Context: an optimization exercise on an open-source flow, tuned for a short achievable clock period and few clock cycles per item. The choices shown serve that exercise and are no tape-out recipe.
The RTL was checked by simulation tests, not by an equivalence proof against the original design.
The flow treats the clock pin as an ideal source, which a real chip does not have.
Power figures rest on the tool's default switching activity, not on a simulated workload.

==> inputs of run K <==
==> flow/design.v (excerpt) <==
module dnp3_rx (
    input  wire        clk,
    input  wire        rst,
    input  wire        cmd_valid,
    output reg         cmd_ready,
    input  wire [8:0]  cmd_len,
    input  wire        in_valid,
    output reg         in_ready,
    input  wire [31:0] in_data,
    output reg         res_valid,
    output reg  [3:0]  res_err,
    output reg  [16:0] res_mask,
    output reg  [6:0]  res_sum,
    output reg  [4:0]  res_nblk,
    output reg  [7:0]  res_len,
    output reg  [7:0]  res_ctrl,
    output reg  [15:0] res_dst,
    output reg  [15:0] res_src
);
Settings: LEC_CHECK=0, ABC_CLOCK_PERIOD_IN_PS=2000, CAP_MARGIN=20, CORE_MARGIN=2, CORE_UTILIZATION=65, PLACE_DENSITY=0.75, SLEW_MARGIN=20, SYNTH_HIERARCHICAL=1; clock period 8.0 ns.
standard.sh (not shown) runs the stock make flow with config.mk's settings and CLKGATE_MAP_FILE= SYNTH_SCRIPT=/design/flow/synth_recipe.tcl, a recipe that flattens the netlist after the stock synthesis.
==> flow/flow/run.sh <==
#!/bin/bash
set -euo pipefail
export SETUP_SLACK_MARGIN=5.6
export POST_CTS_TCL="$PWD/flow/clock_top.tcl"
bash standard.sh > standard.log 2>&1
==> flow/flow/clock_top.tcl.proc <==
# Rebuild the top of the clock tree that CTS made. CTS gives a root buffer,
# one H-tree level of buffers and the leaf buffers that drive the flip-flops.
# Here the root and H-tree buffers are replaced by NROOT buffers placed next
# to the clock port, each driving the leaf buffers of one part of the die, so
# every flip-flop's clock passes two buffers instead of three. The leaf
# buffers and their flip-flop clusters are kept as CTS made them.
proc rebuild_clock_top {nroot} {
  set db [ord::get_db]
  set block [ord::get_db_block]
  set clknet [$block findNet clk]
  set master [$db findMaster sky130_fd_sc_hd__clkbuf_16]

  # walk the buffer tree from the clock port: a buffer that drives a
  # flip-flop is a leaf; one that drives buffers is above the leaves; cells
  # whose output drives nothing are CTS's dummy loads
  set tree {}
  set leaves {}
  set front [list $clknet]
  while {[llength $front]} {
    set next {}
    foreach net $front {
      foreach it [$net getITerms] {
        if {[$it isOutputSignal]} continue
        set inst [$it getInst]
        set on "NULL"
        foreach ot [$inst getITerms] {
          if {[$ot isOutputSignal] && [$ot getNet] ne "NULL"} { set on [$ot getNet] }
        }
        if {$on eq "NULL"} { lappend tree $inst; continue }
        if {![string match "sky130_fd_sc_hd__clkbuf_*" [[$inst getMaster] getName]]} {
          error "clock top: unexpected cell [$inst getName] in the clock tree"
        }
        set nff 0
        foreach lt [$on getITerms] {
          if {[$lt getInst] == $inst} continue
          if {[string match "*__*df*" [[[$lt getInst] getMaster] getName]]} { incr nff }
        }
        if {$nff > 0} {
          lappend leaves $inst
        } else {
          lappend tree $inst
          lappend next $on
        }
      }
    }
    set front $next
  }
  puts "clock top: [llength $tree] root/H-tree/dummy buffers, [llength $leaves] leaf buffers"

  # leaf buffers' inputs are left unconnected for now
  foreach leaf $leaves { [$leaf findITerm A] disconnect }
  foreach inst $tree {
    set nets {}
    foreach it [$inst getITerms] {
      if {[$it getNet] ne "NULL" && [$it isOutputSignal]} { lappend nets [$it getNet] }
      $it disconnect
    }
    odb::dbInst_destroy $inst
    foreach on $nets {
      if {[llength [$on getITerms]] == 0 && [llength [$on getBTerms]] == 0} { odb::dbNet_destroy $on }
    }
  }

  # clock port position, pulled inside the core
  set bt [$block findBTerm clk]
  set bb [$bt getBBox]
  set px [expr {([$bb xMin] + [$bb xMax]) / 2}]
  set py [expr {([$bb yMin] + [$bb yMax]) / 2}]
  set core [$block getCoreArea]
  set px [expr {max([$core xMin], min([$core xMax] - 20000, $px))}]
  set py [expr {max([$core yMin], min([$core yMax] - 5440, $py))}]

  # split the leaves into nroot groups by angle around the die centre
  set die [$block getDieArea]
  set cx [expr {([$die xMin] + [$die xMax]) / 2.0}]
  set cy [expr {([$die yMin] + [$die yMax]) / 2.0}]
  set keyed {}
  foreach leaf $leaves {
    set b [$leaf getBBox]
    set x [expr {([$b xMin] + [$b xMax]) / 2.0}]
    set y [expr {([$b yMin] + [$b yMax]) / 2.0}]
    lappend keyed [list [expr {atan2($y - $cy, $x - $cx)}] $leaf]
  }
  set keyed [lsort -real -index 0 $keyed]
  set n [llength $keyed]
  for {set r 0} {$r < $nroot} {incr r} {
    set inst [odb::dbInst_create $block $master "clkbuf_root_${r}_clk"]
    $inst setLocation $px $py
    $inst setPlacementStatus PLACED
    [$inst findITerm A] connect $clknet
    set net [odb::dbNet_create $block "clknet_root_${r}_clk"]
    $net setSigType CLOCK
    [$inst findITerm X] connect $net
    set lo [expr {($n * $r) / $nroot}]
    set hi [expr {($n * ($r + 1)) / $nroot}]
    for {set i $lo} {$i < $hi} {incr i} {
      [[lindex $keyed $i 1] findITerm A] connect $net
    }
    puts "clock top: [$inst getName] drives [expr {$hi - $lo}] leaf buffers"
  }
  global_connect
}

Other scripts of this flow, unchanged in this note and not shown: flow/flow/clock_top.tcl
==> run Y: changes against run K <==
- CORE_UTILIZATION: 65 -> 40
- CTS_BUF_LIST: not set -> sky130_fd_sc_hd__clkbuf_8
- PLACE_DENSITY: 0.75 -> 0.6
removed: flow/flow/clock_top.tcl.proc
==> qor summary <==
| metric | run K | run Y |
|---|---|---|
| Flop2flop setup slack | 5.68 ns | 5.69 ns |
| Clock network power share | 0.327 | 0.332 |
| Seq power | 3.99 mW | 3.97 mW |
| Result of the run | finished clean | finished clean |
| Chip height | 210 um | 267 um |
| Metal-1 WL | 25,200 um | 27,900 um |
| Vias per std cell | 5.43 | 4.72 |
| Detail Route met3 WL | 2970 um | 2840 um |
| Total number of placement rows | 75 | 96 |
| Fill count | 2,773 | 6,145 |
| Startpoint of the worst setup timing path | res_mask[8] | res_len[3] |
| Num tapcells | 539 | 931 |
| Layout cell share with drive strength beyond 1 | 0.152 | 0.171 |
Testbench counts of run K, summed over its fixed seeds: cycles 12,403, frames 320.
Testbench counts of run Y, summed over its fixed seeds: cycles 12,403, frames 320.

-- separate check: timing with driven ports --
The flow's constraints put no driver on any port. The routed layouts listed below were extracted and timed again, unchanged, in two steps.
Step 1, drivers: a clkbuf_16 drives clk and a buf_2 each remaining input, both assumed.
Step 2 times the ports against the registers' clock, not the clock port: input delays grow and output delays shrink by t, the midpoint of the rising clock arrivals with the driver on.
Three values: ideal ports, drivers, drivers and shift; two values: the first two.
| run | shift t [ns] | setup WS [ns] | worst setup path at the end | worst register clock-pin slew, ns |
|---|---|---|---|---|
| run K | 0.479 | 5.525 / 5.472 / 5.194 | input to register | 0.07 / 0.07 |
| run Y | 0.499 | 5.490 / 5.438 / 5.211 | input to register | 0.07 / 0.07 |
After both steps setup and hold are still met in every run listed. For run K, which loses most, drivers alone change the setup slack by -0.053 ns; drivers and shift together by -0.331 ns.
